From an optimization exercise on the open Yosys and OpenROAD flow, aimed at small area, a short achievable clock period and few clock cycles; shortcuts taken in it are not production practice.
In this exercise RTL edits were held to simulation tests only and were not proved equivalent to the original.
Power figures rest on the tool's default switching activity, not on a simulated workload.

File: design/flow/constraint.sdc
create_clock -name core_clock -period 9.0 [get_ports {clk}]
set_input_delay 1.8000 -clock core_clock [delete_from_list [all_inputs] [get_ports {clk}]]
set_output_delay 1.8000 -clock core_clock [all_outputs]
set_load 0.01 [all_outputs]
File: design/flow/design.v
module gf2m_block #(
    parameter integer M        = 8,
    parameter integer W        = 32,
    parameter [M-1:0] MOD_INIT = 8'h1B
) (
    input  wire         clk,
    input  wire         rst,
    input  wire         sel,
    input  wire         we,
    input  wire [3:0]   addr,
    input  wire [W-1:0] wdata,
    output reg  [W-1:0] rdata
);
    localparam [3:0] A_CMD = 4'h0, A_STATUS = 4'h1, A_OPA = 4'h2, A_OPB = 4'h3,
                     A_MOD = 4'h4, A_RES0 = 4'h5, A_RES1 = 4'h6, A_RES2 = 4'h7,
                     A_PARAM = 4'h8;
    reg [W-1:0] opa, opb;
    reg [M-1:0] modlo;
    reg [W-1:0] res0, res1, res2;
    reg         busy, done, noinv, zero, err_op, err_busy;
    reg         is_inv;
    reg [W-1:0] x, y, gx, gy, hx, hy;
    reg         xu;           
    wire [W-1:0] mod_full = {{(W-M-1){1'b0}}, 1'b1, modlo};
    function automatic [31:0] smear(input [31:0] p);
        reg [31:0] s;
        begin
            s = p;
            s = s | {1'b0, s[31:1]};
            s = s | {2'b0, s[31:2]};
            s = s | {4'b0, s[31:4]};
            s = s | {8'b0, s[31:8]};
            s = s | {16'b0, s[31:16]};
            smear = s;
        end
    endfunction
    function automatic [4:0] sdeg(input [31:0] s);
        integer i;
        reg [4:0] d;
        reg [32:0] se;
        begin
            d = 5'd0;
            se = {1'b0, s};
            for (i = 1; i < 32; i = i + 1)
                if (se[i] && !se[i+1]) d = d | i[4:0];
            sdeg = d;
        end
    endfunction
    function automatic sbit(input [31:0] p, input [31:0] s);
        integer i;
        reg b;
        reg [32:0] se;
        begin
            b = 1'b0;
            se = {1'b0, s};
            for (i = 0; i < 31; i = i + 1)
                b = b | (p[i] & se[i+1] & !se[i+2]);
            sbit = b;
        end
    endfunction
    wire [7:0] cmd_width = wdata[15:8];
    reg [W-1:0] deg_mask;
    integer k;
    always @* begin
        for (k = 0; k < W; k = k + 1)
            deg_mask[k] = (cmd_width == 8'd0) || (k < cmd_width);
    end
    wire [W-1:0] deg_scan   = opa & deg_mask;
    wire [4:0]   deg_result = sdeg(smear(deg_scan));
    function automatic [M-1:0] xtime(input [M-1:0] xx);
        begin
            xtime = xx[M-1] ? ({xx[M-2:0], 1'b0} ^ modlo) : {xx[M-2:0], 1'b0};
        end
    endfunction
    reg [M-1:0] ftab [0:M-1];
    reg [M-1:0] fmul_result;
    integer t;
    always @* begin
        ftab[0] = opa[M-1:0];
        for (t = 1; t < M; t = t + 1)
            ftab[t] = xtime(ftab[t-1]);
        fmul_result = {M{1'b0}};
        for (t = 0; t < M; t = t + 1)
            if (opb[t]) fmul_result = fmul_result ^ ftab[t];
    end
    wire [31:0] sx = smear(x);
    wire [31:0] sy = smear(y);
    wire [4:0]  dx = sdeg(sx);
    wire [4:0]  dy = sdeg(sy);
    wire        x_gt = |(sx & ~sy);           
    wire        y_gt = |(sy & ~sx);           
    wire        rx   = x_gt | (xu & ~y_gt);
    wire [4:0]  jxy  = dx - dy;
    wire [4:0]  jyx  = dy - dx;
    wire [4:0]  j    = rx ? jxy : jyx;        
    wire [W-1:0] dvp = rx ? y  : x;     
    wire [W-1:0] dvg = rx ? gy : gx;
    wire [W-1:0] dvh = rx ? hy : hx;
    wire xb1 = sbit(x, sx);
    wire yb1 = sbit(y, sy);
    wire q1  = (x_gt | y_gt) & (xb1 ^ yb1);
    function automatic [W:0] shl(input [W-1:0] p, input [4:0] n);
        reg [W:0] s;
        begin
            s = {1'b0, p};
            if (n[0]) s = {s[W-1:0], 1'b0};
            if (n[1]) s = {s[W-2:0], 2'b0};
            if (n[2]) s = {s[W-4:0], 4'b0};
            if (n[3]) s = {s[W-8:0], 8'b0};
            if (n[4]) s = {s[W-16:0], 16'b0};
            shl = s;
        end
    endfunction
    wire [W:0] sp = shl(dvp, j);
    wire [W:0] sg = shl(dvg, j);
    wire [W:0] sh = shl(dvh, j);
    wire [W-1:0] tp = sp[W-1:0] ^ (q1 ? sp[W:1] : {W{1'b0}});
    wire [W-1:0] tg = sg[W-1:0] ^ (q1 ? sg[W:1] : {W{1'b0}});
    wire [W-1:0] th = sh[W-1:0] ^ (q1 ? sh[W:1] : {W{1'b0}});
    wire         u_z  = xu ? (x == {W{1'b0}}) : (y == {W{1'b0}});
    wire [W-1:0] fv   = xu ? y  : x;
    wire [W-1:0] fg   = xu ? gy : gx;
    wire [W-1:0] fh   = xu ? hy : hx;
    wire         gcd1 = (fv == {{(W-1){1'b0}}, 1'b1});
    wire [W-1:0] r0n  = is_inv ? (gcd1 ? fg : {W{1'b0}}) : fv;
    wire [W-1:0] r1n  = is_inv ? fv : fg;
    wire [W-1:0] r2n  = fh;
    wire pend     = busy & u_z;             
    wire busy_eff = busy & ~u_z;
    wire step     = busy & ~u_z;
    wire wr = sel & we;
    wire [3:0] cmd_op = wdata[3:0];
    wire cmd_legal = (cmd_op >= 4'h1) && (cmd_op <= 4'h4);
    wire cmd_acc = wr && (addr == A_CMD) && !busy_eff;    
    wire c_deg  = (cmd_op == 4'h1);
    wire c_fmul = (cmd_op == 4'h2);
    wire c_eea  = (cmd_op == 4'h3);
    wire c_inv  = (cmd_op == 4'h4);
    wire opa_z = (opa == {W{1'b0}});
    wire opb_z = (opb == {W{1'b0}});
    wire eea_now = opa_z || opb_z;
    always @(posedge clk) begin
        if (rst) begin
            opa      <= {W{1'b0}};
            opb      <= {W{1'b0}};
            modlo    <= MOD_INIT;
            res0     <= {W{1'b0}};
            res1     <= {W{1'b0}};
            res2     <= {W{1'b0}};
            busy     <= 1'b0;
            done     <= 1'b0;
            noinv    <= 1'b0;
            zero     <= 1'b0;
            err_op   <= 1'b0;
            err_busy <= 1'b0;
            is_inv   <= 1'b0;
        end else begin
            if (pend) begin
                res0  <= r0n;
                res1  <= r1n;
                res2  <= r2n;
                noinv <= is_inv & ~gcd1;
                busy  <= 1'b0;
                done  <= 1'b1;
            end
            if (wr) begin
                case (addr)
                    A_CMD, A_OPA, A_OPB, A_MOD: begin
                        if (busy_eff) begin
                            err_busy <= 1'b1;
                        end else begin
                            case (addr)
                                A_OPA: opa <= wdata;
                                A_OPB: opb <= wdata;
                                A_MOD: modlo <= wdata[M-1:0];
                                default: begin   
                                    noinv  <= 1'b0;
                                    zero   <= 1'b0;
                                    done   <= 1'b1;
                                    err_op <= !cmd_legal;
                                    is_inv <= c_inv;
                                    if (c_deg) begin
                                        res0 <= {{(W-5){1'b0}}, deg_result};
                                        res1 <= {W{1'b0}};
                                        res2 <= {W{1'b0}};
                                        zero <= (deg_scan == {W{1'b0}});
                                    end
                                    if (c_fmul) begin
                                        res0 <= {{(W-M){1'b0}}, fmul_result};
                                        res1 <= {W{1'b0}};
                                        res2 <= {W{1'b0}};
                                    end
                                    if (c_eea) begin
                                        if (eea_now) begin
                                            res0 <= opa_z ? opb : opa;
                                            res1 <= {{(W-1){1'b0}}, !opa_z};
                                            res2 <= {{(W-1){1'b0}}, opa_z};
                                        end else begin
                                            done <= 1'b0;
                                            busy <= 1'b1;
                                        end
                                    end
                                    if (c_inv) begin
                                        if (opa_z) begin
                                            res0  <= {W{1'b0}};
                                            res1  <= mod_full;
                                            res2  <= {{(W-1){1'b0}}, 1'b1};
                                            noinv <= 1'b1;
                                        end else begin
                                            done <= 1'b0;
                                            busy <= 1'b1;
                                        end
                                    end
                                end
                            endcase
                        end
                    end
                    A_STATUS: if (wdata[5]) err_busy <= 1'b0;
                    default: ;
                endcase
            end
        end
    end
    always @(posedge clk) begin
        if (cmd_acc) begin
            x  <= opa;
            y  <= c_inv ? mod_full : opb;
            gx <= {{(W-1){1'b0}}, 1'b1};
            gy <= {W{1'b0}};
            hx <= {W{1'b0}};
            hy <= {{(W-1){1'b0}}, 1'b1};
            xu <= 1'b1;
        end else if (step) begin
            if (rx) begin
                x  <= x  ^ tp;
                gx <= gx ^ tg;
                hx <= hx ^ th;
            end else begin
                y  <= y  ^ tp;
                gy <= gy ^ tg;
                hy <= hy ^ th;
            end
            xu <= rx;
        end
    end
    wire [W-1:0] rd_res0 = pend ? r0n : res0;
    wire [W-1:0] rd_res1 = pend ? r1n : res1;
    wire [W-1:0] rd_res2 = pend ? r2n : res2;
    wire         rd_noinv = pend ? (is_inv & ~gcd1) : noinv;
    always @* begin
        case (addr)
            A_STATUS: rdata = {{(W-6){1'b0}}, err_busy, err_op, zero, rd_noinv,
                               done | pend, busy_eff};
            A_OPA:    rdata = opa;
            A_OPB:    rdata = opb;
            A_MOD:    rdata = mod_full;
            A_RES0:   rdata = rd_res0;
            A_RES1:   rdata = rd_res1;
            A_RES2:   rdata = rd_res2;
            A_PARAM:  rdata = {{(W-16){1'b0}}, W[7:0], M[7:0]};
            default:  rdata = {W{1'b0}};
        endcase
    end
endmodule
File: design/flow/config.mk
export PLATFORM = sky130hd
export DESIGN_NAME = gf2m_block
export DESIGN_NICKNAME = gf2m_block
export VERILOG_FILES = /design/flow/design.v
export SDC_FILE = /design/flow/constraint.sdc
export NUM_CORES = 4
export LEC_CHECK = 0
export ABC_AREA = 1
export CAP_MARGIN = 20
export CORE_MARGIN = 2
export CORE_UTILIZATION = 40
export SETUP_SLACK_MARGIN = 3.5
export SLEW_MARGIN = 20
File: design/flow/run.sh
#!/bin/bash
# synth_recipe.tcl (not shown) runs the flow's synth.tcl, then flattens the netlist and writes it again
# the make line also repeats each setting of config.mk as NAME=value (left out here)
make -C /OpenROAD-flow-scripts/flow DESIGN_CONFIG=/design/flow/config.mk WORK_HOME=/design/flow/orfs CLKGATE_MAP_FILE= SYNTH_SCRIPT=/design/flow/synth_recipe.tcl finish
==> flow_summary.ini, run 1 <==
[timing]
hold_viol = 0
setup_viol_count_final = 0
min_period_ps = 5590
tightest_slew_ps = 1240
slew_headroom = 0.162
fmax_mhz = 179
period_share = 0.621
drv_slew = 0
fin_skew_ps = 31.5
rsz0062_at_grt = true
finalSetupTns_ps = 0
holdWs_ps = 471

[synthesis]
post_synth_main_area_contributors = nand3_1 22%, nand2_1 19%, dfxtp_1 17%, nor2_1 6.4%, inv_1 6.1%
synth_nets = 6397
synth_seq_cells = 368
synth_seq_area_share = 0.227
synth_top_area_share = 0.215
async_flop_share = 0
synthTopCellsByCount = 1756 x nand2_1, 1517 x nand3_1, 601 x nor2_1
synth_edf_count = 64
netlist_instances = 6347
yosysTopAreaCell = nand3_1
synthMostInstantiatedCell = nand2_1
syn_area_um2 = 35300
syn_avg_cell_area_um2 = 5.56
ys_warn_count = 2
ys_types = 58
synth_ff_type = dfxtp_1

[detailed_routing]
drtIter0Drc = 7225
wire_per_inst_um = 25.4
via_per_inst = 6.26
first_pass_iters = 7
vias = 48100
routed_wl_um = 196000
antenna_left = 0
drc = 0

[hold_path]
min_path_type = flop to flop
min_from = err_op
hold_depth = 2
min_to = err_op

[floorplanning]
start_util = 0.405
fp.dieH_um = 301
core_area_um2 = 87000
rows = 108
io_pins = 72
die_w_um = 301
dieArea_um2 = 90600

[setup_path]
crit_buf_inv = 5
crit_path_start_kind = flop
critPathRequiredTime_ps = 7200
crit_type = flop to output port
r2r-start = x[17]
crit_path_cell_trace = nor2_4 > nand2_1 > nor2_1 > nand2_2 > nor2_4 > nand2_1 > o21ai_2 > buf_6 > nand2_4 > buf_12 > clkinv_16 > buf_4 > o211ai_1 > o21ai_1 > nor2_2 > nor2_4 > o221ai_4 > buf_6
arrival_ps = 3790
crit_fanout = 8
slowest_stage = edfxtp_1
cpMostUsedCell = nor2_4
cpLargestDelayFamily = simple AND/OR/NAND/NOR gates
worstRegToRegCells = 39
r2r_setup_slack_ps = 3450
r2r_end = res0[25]
crit_path_end_kind = output port
cpPeakStageDelay_ps = 580

[power_and_ir_drop]
p_leak_nw = 19.5
ir_drop_v = 0.000141
p_per_area_nw_per_um2 = 107
power_mw = 4.74

[global_route]
grt_pass1_wl_um = 275000
antenna_found_initial = 3
grt_overflow = 0
grt_pass1_vias = 42300
grt_max_degree = 151
grt.total_usage = 0.400

[flow_run]
maxCapViolations = 0

[cells_and_area]
layout.cells.non_filler = 7690
syn2layout_area_growth_pct = 26.1
drive_above_1_share = 0.154
postLayoutCoreUtil = 0.511
fin_nets = 6542

[placement]
portBuffers = 71
dp_hpwl_um = 126000
dp.cells = 7254
place_congestion = 1.07

[outcome]
status = no timing/DRC/antenna violations

[clock_tree]
cts_buffers = 49
clock-sinks = 368
clockBufferDepth = 3
ctsHtreeMaxLevel = 2
cts_tree = yes
clock_latency_ps = 640
root_buffer = clkbuf_16
clkTransAtPathRegs_ps = 60
[worst max-delay path by stage]
| stage | from | end | cells after the start |
|---|---|---|---|
| 3_3_place_gp | y[31] | hy[2] | 29 |
| 6_report | x[5] | rdata[20] | 18 |
| 2_1_floorplan | x[29] | y[0] | 17 |
| 5_1_grt | x[2] | rdata[14] | 16 |
| 4_1_cts | y[25] | rdata[15] | 18 |
| 3_5_place_dp | x[29] | rdata[15] | 18 |
[cells in the final DEF, fill, tap and decap left out, types with 56 or more instances in the layout]
master	synthesis	final
o211ai_1	78	78
clkbuf_16	0	66
o21ai_0	354	272
nor2_2	16	56
o21ai_1	41	77
inv_1	575	527
nand2_2	3	76
a21oi_1	151	144
nor2_4	0	66
nand3_1	1517	1471
nand4_1	106	106
buf_4	15	273
edfxtp_1	64	64
dfxtp_1	304	301
xor2_1	65	61
nand2_1	1756	1663
nor2_1	601	495
[per-layer routing]
metal	track usage	share of wire	wire length, um
met4	0.259	0.088	17100
met1	0.516	0.38	73400
met3	0.0979	0.13	25500
met5	0	0.00054	106
met2	0.594	0.41	79400
[area by class of cell]
class,instances,area (um^2)
well taps,1155,1450
clock buffers,57,1380
inverters,612,2440
clock inverters,34,475
flip-flops and latches,368,8010
multi-input cells,4998,25800
fillers,9056,42500
repair inverters,10,116
diodes,3,7.51
repair buffers,453,4840
[cells by family (layout without fill, tap and decap cells)]
kind of cell / after synthesis / after routing / share of synthesized area
AOI/OAI and AO/OA: 812 / 812 / 0.134
xor gates and xnor gates: 95 / 95 / 0.0236
adders and majority gates: 10 / 10 / 0.00397
buffers and inverters: 987 / 1166 / 0.110
DFF: 368 / 368 / 0.227
other: 0 / 3 / 0
and+or+nand+nor: 4075 / 4081 / 0.501
[worst register-to-register path, delay by kind of cell (launching register included)]
family | cells | cell delay, ps
buffers and inverters | 30 | 3490
DFF | 1 | 510
AOI/OAI and AO/OA | 5 | 860
and+or+nand+nor | 4 | 590
[where the power goes]
part           total [mW]  leakage [nW]  internal, mW  switching [mW]
Combinational       0.740          15.6         0.215           0.526
Sequential           1.70          3.03          1.69          0.0148
Clock                2.30         0.890          1.37           0.934
[per-stage QoR]
step | setup slack, ps | instance area [um^2]
6_report | 3410 | 44500
5_1_grt | 3360 | 44500
4_1_cts | 3390 | 42200
3_5_place_dp | 2080 | 36500
3_3_place_gp | 2010 | 36500
2_1_floorplan | 3880 | 35300
[what timing repair did]
action,CTS,global route
setup endpoints to repair,276,298
pin swaps,60,88
hold buffers,0,0
cloned,33,16
resized for setup,496,369
setup buffers,201,92
Testbench counts, summed over its fixed seeds: cycles 24,364.
==> inputs of run 2 (changes only) <==
--- a/design/flow/design.v
+++ b/design/flow/design.v
@@ -21,6 +21,7 @@
     reg         is_inv;
     reg [W-1:0] x, y, gx, gy, hx, hy;
     reg         xu;           
+    reg         v1;           
     wire [W-1:0] mod_full = {{(W-M-1){1'b0}}, 1'b1, modlo};
     function automatic [31:0] smear(input [31:0] p);
         reg [31:0] s;
@@ -58,6 +59,35 @@
             sbit = b;
         end
     endfunction
+    function automatic [5:0] pe8(input [7:0] p);   
+        begin
+            pe8[5] = |p;
+            pe8[4:3] = 2'b00;
+            if (|p[7:4]) begin
+                pe8[2] = 1'b1;
+                pe8[1] = |p[7:6];
+                pe8[0] = p[7] | (~p[6] & p[5]);
+            end else begin
+                pe8[2] = 1'b0;
+                pe8[1] = |p[3:2];
+                pe8[0] = p[3] | (~p[2] & p[1]);
+            end
+        end
+    endfunction
+    function automatic [4:0] pe32(input [31:0] p);
+        reg [5:0] a3, a2, a1, a0;
+        reg h1, h0;
+        reg [2:0] l1, l0;
+        begin
+            a3 = pe8(p[31:24]); a2 = pe8(p[23:16]); a1 = pe8(p[15:8]); a0 = pe8(p[7:0]);
+            h1 = a3[5] | a2[5];
+            l1 = a3[5] ? a3[2:0] : a2[2:0];
+            l0 = a1[5] ? a1[2:0] : a0[2:0];
+            pe32[4] = h1;
+            pe32[3] = h1 ? a3[5] : a1[5];
+            pe32[2:0] = h1 ? l1 : l0;
+        end
+    endfunction
     wire [7:0] cmd_width = wdata[15:8];
     reg [W-1:0] deg_mask;
     integer k;
@@ -66,7 +96,7 @@
             deg_mask[k] = (cmd_width == 8'd0) || (k < cmd_width);
     end
     wire [W-1:0] deg_scan   = opa & deg_mask;
-    wire [4:0]   deg_result = sdeg(smear(deg_scan));
+    wire [4:0]   deg_result = pe32(deg_scan);
     function automatic [M-1:0] xtime(input [M-1:0] xx);
         begin
             xtime = xx[M-1] ? ({xx[M-2:0], 1'b0} ^ modlo) : {xx[M-2:0], 1'b0};
@@ -85,14 +115,14 @@
     end
     wire [31:0] sx = smear(x);
     wire [31:0] sy = smear(y);
-    wire [4:0]  dx = sdeg(sx);
-    wire [4:0]  dy = sdeg(sy);
-    wire        x_gt = |(sx & ~sy);           
-    wire        y_gt = |(sy & ~sx);           
+    wire [4:0]  dx = pe32(x);
+    wire [4:0]  dy = pe32(y);
+    wire [5:0]  jxy  = {1'b0, dx} - {1'b0, dy};
+    wire [5:0]  jyx  = {1'b0, dy} - {1'b0, dx};
+    wire        x_gt = jyx[5];                 
+    wire        y_gt = jxy[5];                 
     wire        rx   = x_gt | (xu & ~y_gt);
-    wire [4:0]  jxy  = dx - dy;
-    wire [4:0]  jyx  = dy - dx;
-    wire [4:0]  j    = rx ? jxy : jyx;        
+    wire [4:0]  j    = rx ? jxy[4:0] : jyx[4:0];    
     wire [W-1:0] dvp = rx ? y  : x;     
     wire [W-1:0] dvg = rx ? gy : gx;
     wire [W-1:0] dvh = rx ? hy : hx;
@@ -121,7 +151,7 @@
     wire [W-1:0] fv   = xu ? y  : x;
     wire [W-1:0] fg   = xu ? gy : gx;
     wire [W-1:0] fh   = xu ? hy : hx;
-    wire         gcd1 = (fv == {{(W-1){1'b0}}, 1'b1});
+    wire         gcd1 = v1;                 
     wire [W-1:0] r0n  = is_inv ? (gcd1 ? fg : {W{1'b0}}) : fv;
     wire [W-1:0] r1n  = is_inv ? fv : fg;
     wire [W-1:0] r2n  = fh;
@@ -241,6 +271,7 @@
                 hy <= hy ^ th;
             end
             xu <= rx;
+            v1 <= (dvp == {{(W-1){1'b0}}, 1'b1});
         end
     end
     wire [W-1:0] rd_res0 = pend ? r0n : res0;
--- a/design/flow/config.mk
+++ b/design/flow/config.mk
@@ -5,9 +5,9 @@
 export SDC_FILE = /design/flow/constraint.sdc
 export NUM_CORES = 4
 export LEC_CHECK = 0
-export ABC_AREA = 1
 export CAP_MARGIN = 20
+export CELL_PAD_IN_SITES_DETAIL_PLACEMENT = 1
 export CORE_MARGIN = 2
 export CORE_UTILIZATION = 40
-export SETUP_SLACK_MARGIN = 3.5
+export SETUP_SLACK_MARGIN = 2.5
 export SLEW_MARGIN = 20
==> run 2 against run 1 <==
Net effect: sequential share of layout area grew 3.4 points; synthesized cell count shrank 33%; register-to-register slack lost 1100 ps; final area shrank 15%; largest power group is now combinational logic; power grew 44%; still clean on timing, DRC and antenna.
==> flow_summary.ini, run 2 <==
[outcome]
status = no timing/DRC/antenna violations

[clock_tree]
root_buffer = clkbuf_16
clockBufferDepth = 3
clock_latency_ps = 630
cts_buffers = 44
cts_tree = yes
clkTransAtPathRegs_ps = 60
clock-sinks = 369
ctsHtreeMaxLevel = 2
ctsHoldBuffers = 0

[synthesis]
synth_seq_cells = 369
synth_ff_type = dfxtp_1
synth_edf_count = 65
synth_nets = 4327
synthMostInstantiatedCell = nand2_1
ys_warn_count = 2
syn_area_um2 = 32500
yosysTopAreaCell = dfxtp_1
post_synth_main_area_contributors = dfxtp_1 19%, mux2i_1 11%, nand2_1 7.1%, edfxtp_1 6.0%, nor2_1 5.9%
synthTopCellsByCount = 617 x nand2_1, 511 x nor2_1, 347 x mux2i_1
netlist_instances = 4275
synth_seq_area_share = 0.247
synth_top_area_share = 0.187
ys_types = 97
syn_avg_cell_area_um2 = 7.60
async_flop_share = 0

[timing]
fmax_mhz = 151
min_period_ps = 6620
hold_viol = 0
slew_headroom = 0.252
setup_viol_count_final = 0
period_share = 0.736
tightest_slew_ps = 1120
rsz0062_at_grt = true
fin_skew_ps = 34.6
finalSetupTns_ps = 0
drv_slew = 0
setup_ws_ps = 2380

[setup_path]
arrival_ps = 4820
r2r-start = y[2]
crit_path_cell_trace = nor4_1 > nand2_1 > nor4_4 > buf_4 > nor3b_2 > a31oi_4 > nand2b_2 > a21oi_1 > o221ai_1 > clkdlybuf4s50_1
critPathRequiredTime_ps = 7200
crit_type = flop to output port
worstRegToRegCells = 26
crit_path_start_kind = flop
r2r_end = y[17]
r2r_setup_slack_ps = 2390
crit_path_end_kind = output port
slowest_stage = a21oi_1
crit_fanout = 12
cpPeakStageDelay_ps = 720

[power_and_ir_drop]
pwr-share-comb = 0.380
p_per_area_nw_per_um2 = 182
ir_drop_v = 0.000142
clkPwrFrac = 0.279
pwr-share-seq = 0.342
intPower_mw = 4.06
swShare = 0.406
p_leak_nw = 14.1
switching_power_mw = 2.77

[cells_and_area]
syn2layout_area_growth_pct = 15.8
fillers = 9702
multi_input_area_um2 = 23600
postLayoutCoreUtil = 0.468
seq_area_um2 = 8040
fin_nets = 4285
n_antenna_cell = 0
layout_commonest_cell = nand2_1
drive_above_1_share = 0.153
most-common-layout-cells = 612 x nand2_1, 495 x nor2_1, 336 x mux2i_1, 302 x dfxtp_1, 300 x a21oi_1
fin_area_um2 = 37600

[detailed_routing]
routed_wl_um = 148000
first_pass_iters = 6
via_per_inst = 6.58
antenna_left = 0
drc = 0
vias = 35100
drtIter0Drc = 3974
wire_per_inst_um = 27.8

[global_route]
grt_pass1_wl_um = 215000
grt_overflow = 0
antenna_found_initial = 3
grt_max_degree = 96
grt.total_usage = 0.335
grt_pass1_vias = 34200

[placement]
placed_area_um2 = 33800
pre_cts_ws_ps = 1470
dp_hpwl_um = 98200
place_congestion = 0.976
portBuffers = 71

[floorplanning]
core_area_um2 = 80400
die_w_um = 289
io_pins = 72
fp.dieH_um = 289
start_util = 0.404
dieArea_um2 = 83500
rows = 104

[flow_run]
maxCapViolations = 0

[hold_path]
min_from = zero
min_to = zero
hold_depth = 2
min_path_type = flop to flop
## run 2: cells by family after synthesis
family / Yosys count / share of synthesized area
adders and majority gates: 12 / 0.00509
muxes: 512 / 0.192
buffers and inverters: 478 / 0.0591
AOI/OAI and AO/OA: 983 / 0.191
and+or+nand+nor: 1611 / 0.219
DFF: 369 / 0.247
xor gates and xnor gates: 310 / 0.0867
## run 2: final cells by class
cell class	instances	share of cell area
inverter	91	0.00919
timing repair buffer	292	0.0744
clock inverter	16	0.00466
clock buffer	65	0.0352
multi-input combinational	3435	0.627
sequential	369	0.214
tap	1060	0.0353
## run 2: timing repair
| action | 4_1_cts | 5_1_grt |
|---|---|---|
| hold endpoints to repair | 0 | 0 |
| setup buffers | 53 | 77 |
| cloned | 10 | 5 |
| gates resized for setup | 89 | 109 |
| endpoints found under the setup margin | 253 | 256 |
| pin swaps | 13 | 24 |
## run 2: per-layer routing
layer | wire length, um | GRT usage | share of wire | up-vias
met1 | 57700 | 0.431 | 0.39 | 17400
met5 | 22 | 0 | 0.00015 | -
met3 | 17100 | 0.0939 | 0.12 | 555
met4 | 8950 | 0.173 | 0.060 | 4
met2 | 64500 | 0.513 | 0.44 | 1978
li1 | - | - | - | 15100
## run 2: worst max-delay path by stage
stage,startpoint,cells after the start,endpoint
6_report,y[13],10,rdata[19]
5_1_grt,y[2],30,y[16]
4_1_cts,x[3],27,x[30]
3_5_place_dp,y[3],30,y[24]
3_3_place_gp,y[3],30,x[28]
2_1_floorplan,y[3],28,y[0]
## run 2: metrics by stage
step	total power, mW	instances	hold slack, ps
detailed placement	4.66	5102	485
global placement	4.59	5102	447
floorplan	3.83	4275	432
CTS	6.63	5246	491
finish	6.84	5328	490
global route	7.09	5328	516
## run 2: power by group through the flow
stage | Combinational (mW) | Clock [mW] | Sequential (mW)
global route | 2.75 | 1.97 | 2.37
detailed placement | 2.31 | 0 | 2.35
finish | 2.60 | 1.91 | 2.33
CTS | 2.41 | 1.91 | 2.32
global placement | 2.25 | 0 | 2.33
floorplan | 1.65 | 0 | 2.17
## run 2: worst max-delay path, delay by kind of cell (launching register included)
| kind | cells | cell delay [ps] |
|---|---|---|
| AOI/OAI and AO/OA | 3 | 1160 |
| buffers and inverters | 2 | 760 |
| and+or+nand+nor | 5 | 1770 |
| DFF | 1 | 510 |
Testbench counts of run 2, summed over its fixed seeds: cycles 24,364.
==> inputs of run 3 (changes only) <==
--- a/design/flow/config.mk
+++ b/design/flow/config.mk
@@ -9,5 +9,6 @@
 export CELL_PAD_IN_SITES_DETAIL_PLACEMENT = 1
 export CORE_MARGIN = 2
 export CORE_UTILIZATION = 40
-export SETUP_SLACK_MARGIN = 2.5
+export SETUP_SLACK_MARGIN = 3.5
 export SLEW_MARGIN = 20
+export TNS_END_PERCENT = 0
==> run 3 against run 2 <==
Net effect: clock power grew 3%; wire length grew 6.1%; die area is the same; power grew 3.5%; final area grew 1.8%; core utilization grew 0.85 points; largest power group unchanged.
==> flow_summary.ini, run 3 <==
[clock_tree]
cts_buffers = 46
clkTransAtPathRegs_ps = 60
cts_tree = yes
root_buffer = clkbuf_16
ctsHoldBuffers = 0
ctsHtreeMaxLevel = 2
clock_latency_ps = 650
clockBufferDepth = 3
clock-sinks = 369

[cells_and_area]
drive_above_1_share = 0.167
most-common-layout-cells = 605 x nand2_1, 494 x nor2_1, 317 x mux2i_1, 302 x dfxtp_1, 300 x a21oi_1
layout.cells.non_filler = 5345
layout_commonest_cell = nand2_1
postLayoutCoreUtil = 0.476
syn2layout_area_growth_pct = 17.9
fin_nets = 4301
fin_area_um2 = 38300

[synthesis]
async_flop_share = 0
synth_edf_count = 65
synth_top_area_share = 0.187
synth_seq_area_share = 0.247
ys_warn_count = 2
ys_types = 97
synth_ff_type = dfxtp_1
synth_nets = 4327
syn_avg_cell_area_um2 = 7.60
yosysTopAreaCell = dfxtp_1
synthTopCellsByCount = 617 x nand2_1, 511 x nor2_1, 347 x mux2i_1
syn_area_um2 = 32500
synthMostInstantiatedCell = nand2_1
netlist_instances = 4275
synth_seq_cells = 369
post_synth_main_area_contributors = dfxtp_1 19%, mux2i_1 11%, nand2_1 7.1%, edfxtp_1 6.0%, nor2_1 5.9%

[detailed_routing]
routed_wl_um = 157000
vias = 36200
drc = 0
wire_per_inst_um = 29.4
antenna_left = 0
drtIter0Drc = 4656
via_per_inst = 6.77
first_pass_iters = 8

[hold_path]
min_path_type = flop to flop

[timing]
tightest_slew_ps = 1240
holdWs_ps = 461
setup_ws_ps = 2450
rsz0062_at_grt = true
finalSetupTns_ps = 0
slew_headroom = 0.166
min_period_ps = 6550
period_share = 0.728
fin_skew_ps = 44.3
hold_viol = 0
drv_slew = 0
setup_viol_count_final = 0
fmax_mhz = 153

[placement]
dp_hpwl_um = 100000
portBuffers = 71
placed_area_um2 = 33800
pre_cts_ws_ps = 1210
dp.cells = 5101
place_congestion = 0.997

[global_route]
grt_pass1_wl_um = 232000
antenna_found_initial = 2
grt_pass1_vias = 36000
grt_overflow = 0
grt_max_degree = 97
grt.total_usage = 0.365

[floorplanning]
io_pins = 72
fp.dieH_um = 289
core_area_um2 = 80400
die_w_um = 289
rows = 104
dieArea_um2 = 83500
start_util = 0.404

[setup_path]
arrival_ps = 7000
crit_fanout = 10
crit_path_end_kind = flop
critPathRequiredTime_ps = 9450
crit_path_start_kind = flop
crit_type = flop to flop

[flow_run]
maxCapViolations = 0

[power_and_ir_drop]
p_per_area_nw_per_um2 = 185
power_mw = 7.07
p_leak_nw = 14.2
ir_drop_v = 0.000143

[outcome]
status = no timing/DRC/antenna violations
-- run 3: critical path, stage by stage, from the launching register on --
cell and delay, ps:
edfxtp_1 560, nor3_1 290, nor3_1 70, nor3_1 190, nor3_2 90, o31ai_2 280
a211oi_1 120, nor3_1 200, nor3_1 90, nor3_1 140, nor3_1 90, nor3_2 330
inv_2 110, fa_4 560, nor2b_1 220, nor2_1 820, buf_4 390, a21oi_1 130
mux2i_1 410, nand2_1 130, o31a_1 180, buf_4 170, nor2_1 180, xnor2_2 140
buf_4 160, nand2_1 70, xor2_1 180, nor2_1 60
-- run 3: what timing repair did --
| item | CTS | global route |
|---|---|---|
| gates cloned | 17 | 1 |
| pin swaps | 42 | 15 |
| setup endpoints to repair | 382 | 359 |
| setup buffers | 132 | 10 |
| gates resized for setup | 254 | 45 |
-- run 3: kinds of logic after synthesis --
| logic type | Yosys count | synth area share |
|---|---|---|
| simple gates | 1611 | 0.219 |
| fa+ha+maj | 12 | 0.00509 |
| compound gates | 983 | 0.191 |
| mux | 512 | 0.192 |
| buf+inv | 478 | 0.0591 |
| flops | 369 | 0.247 |
| xor+xnor | 310 | 0.0867 |
-- run 3: worst paths after layout --
path | start | end | slack (ps) | cells past startpoint
worst min register to register | opa[4] | opa[4] | 460 | 2
worst max-delay path | y[6] | gx[7] | 2450 | 27
worst min-delay path | opa[4] | opa[4] | 460 | 2
worst max register to register | y[6] | gx[7] | 2450 | 27
-- run 3: cell type report --
type	instances	area [um^2]
multi-input combinational	3438	23900
tap	1060	1330
inverter	91	347
timing repair buffer	303	3110
clock inverter	23	253
antenna	2	5.00
fill	9657	42100
sequential	369	8040
clock buffer	59	1270
-- run 3: layer usage --
metal,wire [um],GRT usage,vias up
met5,37,0,-
met4,11200,0.212,2
met3,18500,0.103,740
met2,68400,0.565,2483
met1,59100,0.454,17800
li1,-,-,15200
-- run 3: power breakdown --
group	leakage (nW)	switching [mW]	total [mW]	internal [mW]
clock	0.738	0.844	1.96	1.12
sequential	3.08	0.403	2.33	1.93
combinational	10.4	1.68	2.78	1.10
total	14.2	2.93	7.07	4.15
==> inputs of run 4 (changes only) <==
--- a/design/flow/design.v
+++ b/design/flow/design.v
@@ -22,43 +22,9 @@
     reg [W-1:0] x, y, gx, gy, hx, hy;
     reg         xu;           
     reg         v1;           
+    reg [4:0]   dx, dy;       
+    reg         uz;           
     wire [W-1:0] mod_full = {{(W-M-1){1'b0}}, 1'b1, modlo};
-    function automatic [31:0] smear(input [31:0] p);
-        reg [31:0] s;
-        begin
-            s = p;
-            s = s | {1'b0, s[31:1]};
-            s = s | {2'b0, s[31:2]};
-            s = s | {4'b0, s[31:4]};
-            s = s | {8'b0, s[31:8]};
-            s = s | {16'b0, s[31:16]};
-            smear = s;
-        end
-    endfunction
-    function automatic [4:0] sdeg(input [31:0] s);
-        integer i;
-        reg [4:0] d;
-        reg [32:0] se;
-        begin
-            d = 5'd0;
-            se = {1'b0, s};
-            for (i = 1; i < 32; i = i + 1)
-                if (se[i] && !se[i+1]) d = d | i[4:0];
-            sdeg = d;
-        end
-    endfunction
-    function automatic sbit(input [31:0] p, input [31:0] s);
-        integer i;
-        reg b;
-        reg [32:0] se;
-        begin
-            b = 1'b0;
-            se = {1'b0, s};
-            for (i = 0; i < 31; i = i + 1)
-                b = b | (p[i] & se[i+1] & !se[i+2]);
-            sbit = b;
-        end
-    endfunction
     function automatic [5:0] pe8(input [7:0] p);   
         begin
             pe8[5] = |p;
@@ -113,22 +79,19 @@
         for (t = 0; t < M; t = t + 1)
             if (opb[t]) fmul_result = fmul_result ^ ftab[t];
     end
-    wire [31:0] sx = smear(x);
-    wire [31:0] sy = smear(y);
-    wire [4:0]  dx = pe32(x);
-    wire [4:0]  dy = pe32(y);
-    wire [5:0]  jxy  = {1'b0, dx} - {1'b0, dy};
-    wire [5:0]  jyx  = {1'b0, dy} - {1'b0, dx};
-    wire        x_gt = jyx[5];                 
-    wire        y_gt = jxy[5];                 
-    wire        rx   = x_gt | (xu & ~y_gt);
-    wire [4:0]  j    = rx ? jxy[4:0] : jyx[4:0];    
+    wire        rx   = (dx > dy) || ((dx == dy) && xu);
+    wire [4:0]  jxy  = dx - dy;
+    wire [4:0]  jyx  = dy - dx;
+    wire [4:0]  j    = rx ? jxy : jyx;        
     wire [W-1:0] dvp = rx ? y  : x;     
     wire [W-1:0] dvg = rx ? gy : gx;
     wire [W-1:0] dvh = rx ? hy : hx;
-    wire xb1 = sbit(x, sx);
-    wire yb1 = sbit(y, sy);
-    wire q1  = (x_gt | y_gt) & (xb1 ^ yb1);
+    wire [W-1:0] rmp = rx ? x  : y;     
+    wire [W-1:0] xs1 = {x[W-2:0], 1'b0};
+    wire [W-1:0] ys1 = {y[W-2:0], 1'b0};
+    wire xb1 = xs1[dx];                 
+    wire yb1 = ys1[dy];
+    wire q1  = (dx != dy) && (xb1 ^ yb1);
     function automatic [W:0] shl(input [W-1:0] p, input [4:0] n);
         reg [W:0] s;
         begin
@@ -147,7 +110,10 @@
     wire [W-1:0] tp = sp[W-1:0] ^ (q1 ? sp[W:1] : {W{1'b0}});
     wire [W-1:0] tg = sg[W-1:0] ^ (q1 ? sg[W:1] : {W{1'b0}});
     wire [W-1:0] th = sh[W-1:0] ^ (q1 ? sh[W:1] : {W{1'b0}});
-    wire         u_z  = xu ? (x == {W{1'b0}}) : (y == {W{1'b0}});
+    wire [W-1:0] nu  = rmp ^ tp;        
+    wire [4:0]   dnu = pe32(nu);        
+    wire         nuz = (nu == {W{1'b0}});
+    wire         u_z  = uz;
     wire [W-1:0] fv   = xu ? y  : x;
     wire [W-1:0] fg   = xu ? gy : gx;
     wire [W-1:0] fh   = xu ? hy : hx;
@@ -255,6 +221,9 @@
         if (cmd_acc) begin
             x  <= opa;
             y  <= c_inv ? mod_full : opb;
+            dx <= pe32(opa);
+            dy <= c_inv ? M[4:0] : pe32(opb);
+            uz <= 1'b0;
             gx <= {{(W-1){1'b0}}, 1'b1};
             gy <= {W{1'b0}};
             hx <= {W{1'b0}};
@@ -262,14 +231,17 @@
             xu <= 1'b1;
         end else if (step) begin
             if (rx) begin
-                x  <= x  ^ tp;
+                x  <= nu;
+                dx <= dnu;
                 gx <= gx ^ tg;
                 hx <= hx ^ th;
             end else begin
-                y  <= y  ^ tp;
+                y  <= nu;
+                dy <= dnu;
                 gy <= gy ^ tg;
                 hy <= hy ^ th;
             end
+            uz <= nuz;
             xu <= rx;
             v1 <= (dvp == {{(W-1){1'b0}}, 1'b1});
         end
==> run 4 against run 3 <==
Net effect: first-iteration DRC count decreased by 6.6%; critical path depth decreased by 10; global-route usage decreased by 1.6 points; non-clock buffer count decreased by 76; hold slack improved by 59 ps; flip-flop and latch count increased by 11; fmax increased by 15%; sequential power decreased by 12%; via count decreased by 3.9%; power decreased by 24%; register-to-register slack improved by 870 ps; sequential share of layout area increased by 1.8 points; critical path type unchanged; critical endpoint is now dx[4]; largest cell class unchanged; largest power group is now the clock network; highest routed layer unchanged.
==> flow_summary.ini, run 4 <==
[hold_path]
min_to = hx[8]
hold_depth = 2
min_path_type = flop to flop
min_from = hx[8]

[synthesis]
synth_mux_area_frac = 0.161
syn_avg_cell_area_um2 = 7.74
synthMostInstantiatedCell = nand2_1
synth_top_area_share = 0.191
synth_nets = 4189
syn_area_um2 = 32000
synth_edf_count = 75
synth_seq_area_share = 0.261
synth_compound_area_frac = 0.224
synth-simple-area-share = 0.222
synthXorXnorAreaFrac = 0.0775
yosys.area_share.adder = 0.00477
synth_top_family_by_area = compound AO/OA/AOI/OAI gates
ys_types = 99
ys_warn_count = 2
synth_ff_type = dfxtp_1
synth_seq_cells = 380
synthTopCellsByCount = 701 x nand2_1, 305 x dfxtp_1, 304 x nor2_1
async_flop_share = 0
yosysTopAreaCell = dfxtp_1
netlist_instances = 4138
post_synth_main_area_contributors = dfxtp_1 19%, mux2i_1 8.9%, nand2_1 8.2%, edfxtp_1 7.0%, mux4_2 5.5%

[power_and_ir_drop]
p_leak_nw = 13.5
switching_power_mw = 1.75
clkPwrFrac = 0.399
pwr-share-seq = 0.385
pwr-share-comb = 0.217
p_per_area_nw_per_um2 = 146
intPower_mw = 3.61
power_mw = 5.37
swShare = 0.327
ir_drop_v = 0.000138

[detailed_routing]
first_pass_iters = 8
drtIter0Drc = 4349
vias = 34800
via_per_inst = 6.75
wire_per_inst_um = 28.9
drc = 0
routed_wl_um = 149000
antenna_left = 0

[floorplanning]
dieArea_um2 = 82300
start_util = 0.405
io_pins = 72
die_w_um = 287
rows = 103
fp.dieH_um = 287
core_area_um2 = 79100

[timing]
tightest_slew_ps = 1160
fin_skew_ps = 22.8
slew_headroom = 0.227
period_share = 0.631
setup_viol_count_final = 0
rsz0062_at_grt = true
min_period_ps = 5680
fmax_mhz = 176
hold_viol = 0
holdWs_ps = 520
drv_slew = 0
finalSetupTns_ps = 0

[cells_and_area]
postLayoutCoreUtil = 0.463
layout_commonest_cell = nand2_1
fin_area_um2 = 36600
fillers = 9566
syn2layout_area_growth_pct = 14.4
fin_nets = 4103
drive_above_1_share = 0.126
most-common-layout-cells = 697 x nand2_1, 303 x dfxtp_1, 300 x nor2_1, 286 x o21ai_0, 262 x mux2i_1

[global_route]
antenna_found_initial = 6
grt_overflow = 0
grt.total_usage = 0.349
grt_pass1_wl_um = 220000
grt_pass1_vias = 33400
grt_max_degree = 84

[setup_path]
crit_path_end_kind = flop
crit_fanout = 10
r2r_setup_slack_ps = 3320
crit_type = flop to flop
crit_path_start_kind = flop
r2r_end = dx[4]
arrival_ps = 6010
worstRegToRegCells = 17
r2r-start = dy[4]
critPathRequiredTime_ps = 9320

[clock_tree]
cts_buffers = 47
clkTransAtPathRegs_ps = 70
clockBufferDepth = 3
clock-sinks = 380
ctsHtreeMaxLevel = 2
cts_tree = yes
root_buffer = clkbuf_16
clock_latency_ps = 620
ctsHoldBuffers = 0

[placement]
portBuffers = 71
place_congestion = 1.01
dp_hpwl_um = 104000
placed_area_um2 = 33400

[outcome]
status = no timing/DRC/antenna violations

[flow_run]
maxCapViolations = 0
[run 4: changes by cell type after synthesis, moves of 56 or more]
cell / delta
nand2_1: +84
o21ai_0: +81
mux2i_1: -62
or3_1: +61
and3_1: +56
xnor2_1: -56
nor2_1: -207
[run 4: how the worst max path moves through the flow]
stage | slack [ps] | start | endpoint
after floorplan | 3650 | dx[3] | dx[0]
after global placement | 1920 | dx[0] | dy[1]
after detailed placement | 1820 | dx[0] | dx[1]
after CTS | 3340 | dx[1] | dx[3]
after global routing | 3270 | dx[1] | dy[2]
final | 3320 | dy[4] | dx[4]
[run 4: layout make-up]
type	count	area, um^2	area share
Multi-Input combinational cell	3357	22900	0.626
Sequential cell	380	8360	0.228
Timing Repair Buffer	227	2170	0.0592
Tap cell	1050	1310	0.0359
Clock buffer	57	1240	0.0339
Clock inverter	31	463	0.0126
Inverter	39	150	0.00410
Antenna cell	6	15.0	0.000410
[run 4: metal layers]
metal,vias to the layer above,global-route usage,wire [um]
li1,15000,-,-
met1,17300,0.470,60200
met4,4,0.171,9090
met2,2018,0.536,64400
met5,-,0,23
met3,502,0.0640,15300
[run 4: worst max-delay path, cell delays in order, from the launching register on]
cell and delay [ps]:
edfxtp_1 440, inv_2 130, ha_4 230, buf_4 160, a221o_4 510, o31a_4 440
o221ai_4 320, buf_12 190, mux2i_1 100, mux2_2 330, mux2_4 320, a211o_1 270
a221oi_4 380, and4b_1 300, o2111ai_2 200, or4b_4 620, nor3_2 340, a21oi_1 100
[run 4: power groups by stage]
| stage | clock network [mW] | registers [mW] | logic, mW |
|---|---|---|---|
| 5_1_grt | 2.21 | 2.08 | 1.23 |
| 4_1_cts | 2.15 | 2.06 | 1.12 |
| 2_1_floorplan | 0 | 2.02 | 0.737 |
| 3_5_place_dp | 0 | 2.09 | 1.08 |
| 3_3_place_gp | 0 | 2.08 | 1.05 |
| 6_report | 2.14 | 2.06 | 1.16 |
[run 4: kinds of logic (layout without fill, tap and decap cells)]
logic type,after synthesis,count (layout)
other cells,0,6
buf+inv,410,354
mux,410,412
flops,380,380
xor+xnor,273,276
simple gates,1565,1566
fa+ha+maj,11,11
compound gates,1089,1092
[run 4: repair_timing]
action	in CTS	in global routing
buffers inserted	56	10
resized for setup	139	55
setup endpoints to repair	229	84
cloned	8	1
pin swaps	26	12
[run 4: stage by stage]
step           setup slack [ps]  cells
6_report                   3320   5147
5_1_grt                    3270   5141
4_1_cts                    3340   5130
3_5_place_dp               1820   4978
3_3_place_gp               1920   4978
2_1_floorplan              3650   4138
Testbench counts of run 4, summed over its fixed seeds: cycles 24,364.
==> inputs of run 5 (changes only) <==
--- a/design/flow/config.mk
+++ b/design/flow/config.mk
@@ -8,7 +8,7 @@
 export CAP_MARGIN = 20
 export CELL_PAD_IN_SITES_DETAIL_PLACEMENT = 1
 export CORE_MARGIN = 2
-export CORE_UTILIZATION = 40
-export SETUP_SLACK_MARGIN = 3.5
+export CORE_UTILIZATION = 50
+export SETUP_SLACK_MARGIN = 4.0
 export SLEW_MARGIN = 20
 export TNS_END_PERCENT = 0
==> run 5 against run 4 <==
Net effect: first-iteration DRC count grew 6.5%; register-to-register slack gained 90 ps; wire length grew 1.5%.
==> flow_summary.ini, run 5 <==
[outcome]
status = no timing/DRC/antenna violations

[setup_path]
crit_path_cell_trace = buf_4 > ha_4 > clkinvlp_4 > buf_4 > nor2_4 > nand2_1 > o221ai_1 > nand3_1 > nor2_1 > a21oi_1 > or2_2 > mux2i_1 > xor2_1 > o21ai_0 > a221oi_2 > nor4_4 > o31ai_2
crit_path_start_kind = flop
cpMostUsedCell = buf_4
cpPeakStageDelay_ps = 570
critPathRequiredTime_ps = 9390
crit_type = flop to flop
crit_fanout = 15
crit_path_end_kind = flop
slowest_stage = o221ai_1
arrival_ps = 5990

[global_route]
grt_pass1_wl_um = 223000
antenna_found_initial = 9
grt_overflow = 0
grt.total_usage = 0.442
grt_pass1_vias = 33900
grt_max_degree = 144

[clock_tree]
ctsHtreeMaxLevel = 2
root_buffer = clkbuf_16
ctsHoldBuffers = 0
clkTransAtPathRegs_ps = 70
clock-sinks = 380
clockBufferDepth = 3
cts_buffers = 46
cts_tree = yes
clock_latency_ps = 610

[synthesis]
synthTopCellsByCount = 701 x nand2_1, 305 x dfxtp_1, 304 x nor2_1
synth-simple-area-share = 0.222
synth_nets = 4189
ys_warn_count = 2
synthMostInstantiatedCell = nand2_1
ys_types = 99
post_synth_main_area_contributors = dfxtp_1 19%, mux2i_1 8.9%, nand2_1 8.2%, edfxtp_1 7.0%, mux4_2 5.5%
syn_avg_cell_area_um2 = 7.74
async_flop_share = 0
synth_seq_cells = 380
synth_compound_area_frac = 0.224
synth_top_family_by_area = compound AO/OA/AOI/OAI gates
synth_mux_area_frac = 0.161
yosys.area_share.adder = 0.00477
synth_ff_type = dfxtp_1
synth_seq_area_share = 0.261
synth_edf_count = 75
yosysTopAreaCell = dfxtp_1
synth_top_area_share = 0.191
netlist_instances = 4138
synthXorXnorAreaFrac = 0.0775
syn_area_um2 = 32000

[placement]
dp_hpwl_um = 104000
dp.cells = 4767
place_congestion = 1.01
portBuffers = 71

[floorplanning]
rows = 92
die_w_um = 257
core_area_um2 = 63200
fp.dieH_um = 257
dieArea_um2 = 66100
io_pins = 72
start_util = 0.507

[timing]
period_share = 0.621
setup_viol_count_final = 0
slew_headroom = 0.222
rsz0062_at_grt = true
min_period_ps = 5590
drv_slew = 0
tightest_slew_ps = 1160
holdWs_ps = 514
fin_skew_ps = 20.6
fmax_mhz = 179
hold_viol = 0
finalSetupTns_ps = 0

[cells_and_area]
most-common-layout-cells = 695 x nand2_1, 303 x dfxtp_1, 298 x nor2_1, 270 x o21ai_0, 259 x a21oi_1
layout.cells.non_filler = 4949
drive_above_1_share = 0.138
syn2layout_area_growth_pct = 14.2
layout_commonest_cell = nand2_1
fin_nets = 4114
fillers = 7608

[detailed_routing]
routed_wl_um = 151000
wire_per_inst_um = 30.5
antenna_left = 0
drc = 0
vias = 35100
first_pass_iters = 8
drtIter0Drc = 4633
via_per_inst = 7.09

[power_and_ir_drop]
p_leak_nw = 13.7
switching_power_mw = 1.76
intPower_mw = 3.47
swShare = 0.336
pwr-share-seq = 0.395
clkPwrFrac = 0.379
power_mw = 5.23
ir_drop_v = 0.000124
pwr-share-comb = 0.227
p_per_area_nw_per_um2 = 143

[hold_path]
min_path_type = flop to flop

[flow_run]
maxCapViolations = 0
-- run 5: cell counts after synthesis --
No cell type changed its count.
-- run 5: layout make-up --
cell class	count	area, um^2	share of cell area
flip-flops and latches	380	8360	0.229
well taps	846	1060	0.0290
multi-input cells	3356	23100	0.632
clock buffers	61	1340	0.0365
clock inverters	24	235	0.00643
inverters	39	150	0.00411
diodes	3	7.51	0.000205
repair buffers	240	2310	0.0631
-- run 5: metrics by stage --
step                      cell area (um^2)  setup WS [ps]  utilization
after floorplan                      32100           3950            -
after global placement               33200           1790        0.525
after detailed placement             33200           1670        0.525
after CTS                            36300           3610        0.574
after global routing                 36600           3390        0.578
final                                36600           3410        0.579
-- run 5: kinds of logic after synthesis --
group	after synthesis
adder cells (fa/ha/maj)	11
AND/OR/NAND/NOR	1565
XOR/XNOR	273
multiplexers	410
buffers and inverters	410
flip-flops	380
AO/OA/AOI/OAI	1089
-- run 5: worst paths after layout --
path | end | from | cells after the start | slack [ps]
worst min register to register | res2[7] | res2[7] | 2 | 510
worst max-delay path | dx[0] | dy[0] | 17 | 3410
worst min-delay path | res2[7] | res2[7] | 2 | 510
worst max register to register | dx[0] | dy[0] | 17 | 3410
-- run 5: critical path: cells and delay by family, from the launching register on --
family	cells	cell delay, ps
xor gates and xnor gates	1	420
DFF	1	460
buffers and inverters	3	670
AOI/OAI and AO/OA	5	1670
adders and majority gates	1	430
muxes	1	190
and+or+nand+nor	6	1510
-- run 5: repair_timing --
item                       4_1_cts  5_1_grt
setup endpoints to repair      245      169
gates resized for setup        193       49
gates cloned                    10        1
setup buffers                   79        4
pin swaps                       42       14
-- run 5: layer usage --
layer	wire (um)	vias to the layer above	GRT usage
met5	64	-	0
met4	8800	10	0.213
met3	18500	503	0.130
met2	64100	2241	0.658
met1	59700	17400	0.587
li1	-	15000	-
-- run 5: power groups by stage --
stage / clock network (mW) / registers [mW] / logic, mW
6_report: 1.98 / 2.06 / 1.19
5_1_grt: 2.05 / 2.08 / 1.25
4_1_cts: 1.98 / 2.06 / 1.13
3_5_place_dp: 0 / 2.09 / 1.08
3_3_place_gp: 0 / 2.08 / 1.05
2_1_floorplan: 0 / 2.02 / 0.738
==> inputs of run 6 (changes only) <==
--- a/design/flow/design.v
+++ b/design/flow/design.v
@@ -54,6 +54,8 @@
             pe32[2:0] = h1 ? l1 : l0;
         end
     endfunction
+    wire [3:0] cmd_op    = wdata[3:0];
+    wire       c_deg     = (cmd_op == 4'h1);
     wire [7:0] cmd_width = wdata[15:8];
     reg [W-1:0] deg_mask;
     integer k;
@@ -61,7 +63,8 @@
         for (k = 0; k < W; k = k + 1)
             deg_mask[k] = (cmd_width == 8'd0) || (k < cmd_width);
     end
-    wire [W-1:0] deg_scan   = opa & deg_mask;
+    wire [W-1:0] deg_scan   = opa & (c_deg ? deg_mask : {W{1'b1}});
+    wire         scan_z     = (deg_scan == {W{1'b0}});
     wire [4:0]   deg_result = pe32(deg_scan);
     function automatic [M-1:0] xtime(input [M-1:0] xx);
         begin
@@ -125,10 +128,8 @@
     wire busy_eff = busy & ~u_z;
     wire step     = busy & ~u_z;
     wire wr = sel & we;
-    wire [3:0] cmd_op = wdata[3:0];
     wire cmd_legal = (cmd_op >= 4'h1) && (cmd_op <= 4'h4);
     wire cmd_acc = wr && (addr == A_CMD) && !busy_eff;    
-    wire c_deg  = (cmd_op == 4'h1);
     wire c_fmul = (cmd_op == 4'h2);
     wire c_eea  = (cmd_op == 4'h3);
     wire c_inv  = (cmd_op == 4'h4);
@@ -179,7 +180,7 @@
                                         res0 <= {{(W-5){1'b0}}, deg_result};
                                         res1 <= {W{1'b0}};
                                         res2 <= {W{1'b0}};
-                                        zero <= (deg_scan == {W{1'b0}});
+                                        zero <= scan_z;
                                     end
                                     if (c_fmul) begin
                                         res0 <= {{(W-M){1'b0}}, fmul_result};
@@ -221,7 +222,7 @@
         if (cmd_acc) begin
             x  <= opa;
             y  <= c_inv ? mod_full : opb;
-            dx <= pe32(opa);
+            dx <= deg_result;
             dy <= c_inv ? M[4:0] : pe32(opb);
             uz <= 1'b0;
             gx <= {{(W-1){1'b0}}, 1'b1};
==> design/flow/flow/run.sh (new file) <==
#!/bin/bash
# The standard layout (the standard.sh: ORFS synthesis through finish), with
# one change: the port buffers that global placement inserts on every input and
# output are sky130_fd_sc_hd__buf_4 cells, where buffer_ports would otherwise
# pick the clkdlybuf4s50_1 delay cell. Synthesis runs first, unchanged.
set -euo pipefail
bash standard.sh synth > synth.log 2>&1
export BUFFER_PORTS_ARGS="-buffer_cell sky130_fd_sc_hd__buf_4"
bash standard.sh > layout.log 2>&1
==> design/flow/standard.sh (new file) <==
#!/bin/bash
# synth_recipe.tcl (not shown) runs the flow's synth.tcl, then flattens the netlist and writes it again
# the make line also repeats each setting of config.mk as NAME=value (left out here)
make -C /OpenROAD-flow-scripts/flow DESIGN_CONFIG=/design/flow/config.mk WORK_HOME=/design/flow/orfs CLKGATE_MAP_FILE= SYNTH_SCRIPT=/design/flow/synth_recipe.tcl "${@:-finish}"
removed: design/flow/run.sh
==> run 6 against run 5 <==
Net effect: critical path depth rose by 5; critical path type unchanged; first-iteration DRC count fell by 8.1%; wire length increased by 0.92%; clock-buffer cell count grew 1; hold slack worse by 14 ps; sequential share of layout area fell by 0.15 points; worst setup slack better by 270 ps; core utilization rose by 0.60 points; global-route usage decreased by 0.092 points; die area down 0.89%; final area is 0.67% higher; non-clock buffer count grew 27; highest routed layer unchanged.
==> flow_summary.ini, run 6 <==
[setup_path]
crit_path_start_kind = flop
r2r-start = dy[3]
crit_fanout = 7
arrival_ps = 5670
crit_type = flop to flop
critPathRequiredTime_ps = 9350
crit_path_end_kind = flop
startpoint = dy[3]

[synthesis]
synth_top_area_share = 0.192
synthMostInstantiatedCell = nand2_1
synth_edf_count = 75
synth_seq_cells = 380
ys_types = 122
synth_ff_type = dfxtp_1
netlist_instances = 4076
async_flop_share = 0
synth_nets = 4127
post_synth_main_area_contributors = dfxtp_1 19%, mux2i_1 12%, nand2_1 7.3%, edfxtp_1 7.1%, a21oi_1 5.2%
syn_avg_cell_area_um2 = 7.79
yosysTopAreaCell = dfxtp_1
syn_area_um2 = 31700
synth_seq_area_share = 0.263
synthTopCellsByCount = 621 x nand2_1, 394 x mux2i_1, 332 x a21oi_1
ys_warn_count = 2

[timing]
tightest_slew_ps = 1200
fmax_mhz = 188
drv_slew = 0
finalSetupTns_ps = 0
period_share = 0.591
setup_viol_count_final = 0
rsz0062_at_grt = true
setup_ws_ps = 3680
fin_skew_ps = 55.0
hold_viol = 0
min_period_ps = 5320
slew_headroom = 0.194

[global_route]
grt_max_degree = 94
grt_pass1_vias = 33700
grt.total_usage = 0.442
grt_pass1_wl_um = 221000
antenna_found_initial = 7
grt_overflow = 0

[placement]
portBuffers = 71
placed_area_um2 = 32700
dp_hpwl_um = 105000
dp.cells = 4736
place_congestion = 1.01
pre_cts_ws_ps = 1850

[floorplanning]
io_pins = 72
start_util = 0.504
dieArea_um2 = 65500
core_area_um2 = 63000
die_w_um = 256
fp.dieH_um = 256
rows = 92

[cells_and_area]
most-common-layout-cells = 609 x nand2_1, 370 x mux2i_1, 328 x a21oi_1, 317 x nor2_1, 303 x dfxtp_1
drive_above_1_share = 0.156
fillers = 7573
fin_nets = 4109
fin_area_um2 = 36800
postLayoutCoreUtil = 0.585
syn2layout_area_growth_pct = 16.0
layout_commonest_cell = nand2_1
layout.cells.non_filler = 4942

[detailed_routing]
routed_wl_um = 152000
drc = 0
via_per_inst = 7.05
vias = 34800
wire_per_inst_um = 30.9
first_pass_iters = 7
antenna_left = 0
drtIter0Drc = 4259

[hold_path]
min_path_type = flop to flop
min_from = err_busy

[flow_run]
maxCapViolations = 0

[clock_tree]
clockBufferDepth = 3
root_buffer = clkbuf_16
ctsHtreeMaxLevel = 2
clkTransAtPathRegs_ps = 60
clock_latency_ps = 630
cts_buffers = 46
cts_tree = yes
clock-sinks = 380
ctsHoldBuffers = 0

[power_and_ir_drop]
p_per_area_nw_per_um2 = 142
p_leak_nw = 13.9
ir_drop_v = 0.000135

[outcome]
status = no timing/DRC/antenna violations
==> run 6: changes by cell type after synthesis, moves of 18 or more <==
cell      previous run  this run
a21oi_1            263       332
and3_1              80        33
buf_2               41        65
clkbuf_1           282       218
mux2i_1            285       394
mux4_2              78        19
nand2_1            701       621
nand3_1            154        74
nor2_1             304       330
nor2b_1             17        45
o211ai_1            69        26
o21ai_0            294       276
o221ai_1            47        72
or3_1               81       101
==> run 6: stage by stage <==
stage	power, mW	hold slack (ps)
after floorplan	2.76	453
after global placement	3.14	466
after detailed placement	3.18	476
after CTS	5.16	485
after global routing	5.39	516
final	5.24	500
==> run 6: repair_timing <==
action / in CTS / in global routing
gates resized for setup: 215 / 53
setup buffers: 63 / 38
cloned: 15 / 3
pin swaps: 38 / 28
setup endpoints to repair: 239 / 122
==> run 6: power by group <==
group          internal (mW)  total (mW)  switching [mW]  leakage (nW)
registers               1.88        2.03           0.151          3.17
logic                  0.442        1.27           0.833          9.99
clock network           1.09        1.94           0.845         0.752
==> run 6: cell families after synthesis <==
family / after synthesis / share of synthesized area
adders and majority gates: 11 / 0.00481
buffers and inverters: 376 / 0.0506
muxes: 470 / 0.160
AOI/OAI and AO/OA: 1135 / 0.238
xor gates and xnor gates: 253 / 0.0719
DFF: 380 / 0.263
and+or+nand+nor: 1451 / 0.211
==> run 6: final timing paths <==
path               to  slack [ps]  cells past startpoint
min reg2reg  err_busy         500                      2
max reg2reg     dx[2]        3680                     22
max             dx[2]        3680                     22
min          err_busy         500                      2
==> run 6: layout make-up <==
cell class	instances	area, um^2	share of cell area
Tap cell	846	1060	0.0288
Clock buffer	62	1310	0.0357
Inverter	39	146	0.00398
Multi-Input combinational cell	3324	23000	0.624
Antenna cell	1	2.50	0.0000680
Sequential cell	380	8360	0.227
Clock inverter	23	219	0.00595
Timing Repair Buffer	267	2730	0.0742
==> run 6: layer usage <==
| layer | vias up | track usage | wire (um) |
|---|---|---|---|
| met4 | 8 | 0.222 | 9310 |
| met1 | 17100 | 0.569 | 59700 |
| met2 | 2222 | 0.690 | 66700 |
| li1 | 14900 | - | - |
| met5 | - | 0 | 55 |
| met3 | 582 | 0.105 | 16700 |
==> run 6: critical path: stages, from the launching register on <==
cell and delay, ps:
edfxtp_1 500, ha_4 340, buf_4 120, nand4_1 120
buf_4 210, nor3_4 200, a31oi_4 100, buf_16 180
and3b_1 220, nor2_4 130, buf_12 140, buf_12 120
buf_4 120, mux2_2 380, o22ai_1 340, a21oi_1 150
o31a_1 340, mux2_2 300, nand3_1 130, a31oi_2 140
a211o_1 290, a311oi_2 350, nor2_1 100
Testbench counts of run 6, summed over its fixed seeds: cycles 24,364.
==> inputs of run 7 (changes only) <==
--- a/design/flow/config.mk
+++ b/design/flow/config.mk
@@ -5,6 +5,7 @@
 export SDC_FILE = /design/flow/constraint.sdc
 export NUM_CORES = 4
 export LEC_CHECK = 0
+export ABC_AREA = 1
 export CAP_MARGIN = 20
 export CELL_PAD_IN_SITES_DETAIL_PLACEMENT = 1
 export CORE_MARGIN = 2
==> run 7 against run 6 <==
Net effect: still clean; sequential share of layout area grew 1.1 points; critical path depth is 12 lower; clock-buffer cell count is 2 higher; largest cell class unchanged.
==> flow_summary.ini, run 7 <==
[outcome]
status = no timing/DRC/antenna violations

[cells_and_area]
layout_commonest_cell = nand2_1
syn2layout_area_growth_pct = 10.1
layout.cells.non_filler = 6116
drive_above_1_share = 0.0832
fin_nets = 5281
fin_area_um2 = 35200
most-common-layout-cells = 1495 x nand2_1, 616 x nand3_1, 569 x o21ai_0, 489 x inv_1, 327 x a21oi_1

[timing]
tightest_slew_ps = 1120
period_share = 0.588
min_period_ps = 5300
setup_ws_ps = 3700
fin_skew_ps = 53.5
slew_headroom = 0.246
finalSetupTns_ps = 0
hold_viol = 0
drv_slew = 0
fmax_mhz = 189
rsz0062_at_grt = true
setup_viol_count_final = 0

[detailed_routing]
routed_wl_um = 160000
wire_per_inst_um = 26.1
first_pass_iters = 6
antenna_left = 0
vias = 39600
drc = 0
via_per_inst = 6.48
drtIter0Drc = 5061

[synthesis]
synthTopCellsByCount = 1502 x nand2_1, 616 x nand3_1, 592 x o21ai_0
synthMostInstantiatedCell = nand2_1
syn_area_um2 = 31900
synth_edf_count = 75
syn_avg_cell_area_um2 = 5.98
netlist_instances = 5344
synth_top_area_share = 0.191
post_synth_main_area_contributors = dfxtp_1 19%, nand2_1 18%, nand3_1 9.7%, o21ai_0 9.3%, edfxtp_1 7.0%
synth_seq_cells = 380
synth_nets = 5395
async_flop_share = 0
synth_ff_type = dfxtp_1
synth_seq_area_share = 0.262
ys_types = 69
ys_warn_count = 2
yosysTopAreaCell = dfxtp_1

[floorplanning]
io_pins = 72
die_w_um = 257
dieArea_um2 = 65900
start_util = 0.506
rows = 92
core_area_um2 = 63100
fp.dieH_um = 257

[clock_tree]
root_buffer = clkbuf_16
cts_buffers = 46
clkTransAtPathRegs_ps = 50
cts_tree = yes
clock_latency_ps = 630
clockBufferDepth = 3
ctsHtreeMaxLevel = 2
clock-sinks = 380
ctsHoldBuffers = 0

[placement]
dp_hpwl_um = 112000
portBuffers = 71
dp.cells = 5982
placed_area_um2 = 32400
place_congestion = 1.08
pre_cts_ws_ps = 2250

[setup_path]
cpPeakStageDelay_ps = 330
crit_type = input pin to output port
crit_path_cell_trace = buf_12 > nor2_4 > clkinv_4 > buf_12 > nor3_4 > buf_6 > nand2_2 > o221ai_2 > a221o_1 > buf_6
critPathRequiredTime_ps = 7200
arrival_ps = 3500
r2r-start = dx[2]
slowest_stage = nor3_4
worstRegToRegCells = 24
r2r_setup_slack_ps = 3940
crit_path_start_kind = input pin
crit_fanout = 6
crit_path_end_kind = output port
r2r_end = dy[2]

[flow_run]
maxCapViolations = 0

[hold_path]
min_path_type = flop to flop
min_from = gy[6]
min_to = gy[6]
hold_depth = 2

[global_route]
grt_overflow = 0
grt_max_degree = 89
antenna_found_initial = 6
grt_pass1_vias = 38100
grt.total_usage = 0.466
grt_pass1_wl_um = 237000

[power_and_ir_drop]
p_per_area_nw_per_um2 = 130
p_leak_nw = 14.7
ir_drop_v = 0.000146
run 7: logic make-up (layout without fill, tap and decap cells):
logic type / after synthesis / count (layout) / synth area share
compound gates: 1341 / 1341 / 0.231
mux: 14 / 14 / 0.00478
buf+inv: 854 / 765 / 0.114
xor+xnor: 127 / 127 / 0.0351
simple gates: 2617 / 2628 / 0.349
fa+ha+maj: 11 / 11 / 0.00478
other cells: 0 / 4 / 0
flops: 380 / 380 / 0.262
run 7: timing repair:
item / 4_1_cts / 5_1_grt
cloned: 13 / 2
setup endpoints to repair: 274 / 174
setup buffers: 31 / 0
pin swaps: 13 / 5
gates resized for setup: 137 / 35
run 7: power by group:
part | internal [mW] | total [mW] | switching [mW]
combinational | 0.199 | 0.754 | 0.555
clock | 1.20 | 2.05 | 0.856
sequential | 1.75 | 1.77 | 0.0163
total | 3.15 | 4.57 | 1.43
run 7: how the worst max path moves through the flow:
stage	start	end	slack [ps]	cells past startpoint
final	addr[3]	rdata[20]	3700	10
after global routing	xu	rdata[29]	3730	9
after CTS	addr[2]	rdata[20]	3890	11
after detailed placement	dx[1]	dy[0]	2250	24
after global placement	dx[1]	dy[0]	2430	24
after floorplan	addr[0]	rdata[14]	3980	7
run 7: final cells by class:
class	instances	area (um^2)
tap	846	1060
fill	8937	27900
timing repair inverter	2	21.3
timing repair buffer	158	1410
inverter	521	2040
clock inverter	20	293
multi-input combinational	4121	20600
clock buffer	64	1370
antenna	4	10.0
sequential	380	8360
run 7: worst max-delay path: cells and delay by family:
family / cells / cell delay, ps
buffers and inverters: 5 / 720
and+or+nand+nor: 3 / 560
AOI/OAI and AO/OA: 2 / 400
run 7: per-stage QoR:
stage | util | hold WS [ps] | total power [mW]
after CTS | 0.555 | 488 | 4.51
after global routing | 0.557 | 516 | 4.67
final | 0.558 | 486 | 4.57
after floorplan | - | 445 | 2.27
after global placement | 0.513 | 463 | 2.46
after detailed placement | 0.513 | 477 | 2.48
run 7: routing by layer:
| layer | global-route usage | vias up | share of wire |
|---|---|---|---|
| met2 | 0.708 | 2481 | 0.42 |
| li1 | - | 17600 | - |
| met1 | 0.586 | 19000 | 0.38 |
| met4 | 0.281 | 6 | 0.075 |
| met5 | 0 | - | 0.00024 |
| met3 | 0.132 | 611 | 0.12 |

[afterwards: timing with drivers on the ports]
In the flow no input, the clock included, has a driving cell. The finished layouts below were timed again as built, in two steps. Step 1 sets driving cells, clkbuf_16 on the clock port and buf_2 on the other inputs (assumed; they add their load-dependent delay and slew). Step 2, shift: input delay + t, output delay - t, t = (earliest + latest rising clock arrival at the registers) / 2. This alone moves slack from input paths to output paths. Three values: ideal ports, drivers, drivers and shift; two values: the first two.
| run | t (ns) | setup WS [ns] | hold slack, ns |
|---|---|---|---|
| run 1 | 0.704 | 3.412 / 3.336 / 3.221 | 0.471 / 0.471 / 0.471 |
| run 2 | 0.679 | 2.378 / 2.309 / 2.390 | 0.490 / 0.490 / 0.490 |
| run 3 | 0.700 | 2.450 / 2.450 / 2.450 | 0.461 / 0.461 / 0.461 |
| run 4 | 0.678 | 3.317 / 3.276 / 2.852 | 0.520 / 0.520 / 0.520 |
| run 5 | 0.671 | 3.407 / 3.341 / 3.177 | 0.514 / 0.514 / 0.514 |
| run 6 | 0.665 | 3.678 / 3.641 / 3.230 | 0.500 / 0.500 / 0.500 |
| run 7 | 0.675 | 3.705 / 3.644 / 3.246 | 0.486 / 0.486 / 0.486 |
After both steps every run listed still meets setup and hold. The setup slack of run 4, which loses most, moves by -0.041 ns with the drivers and by -0.465 ns with both steps.
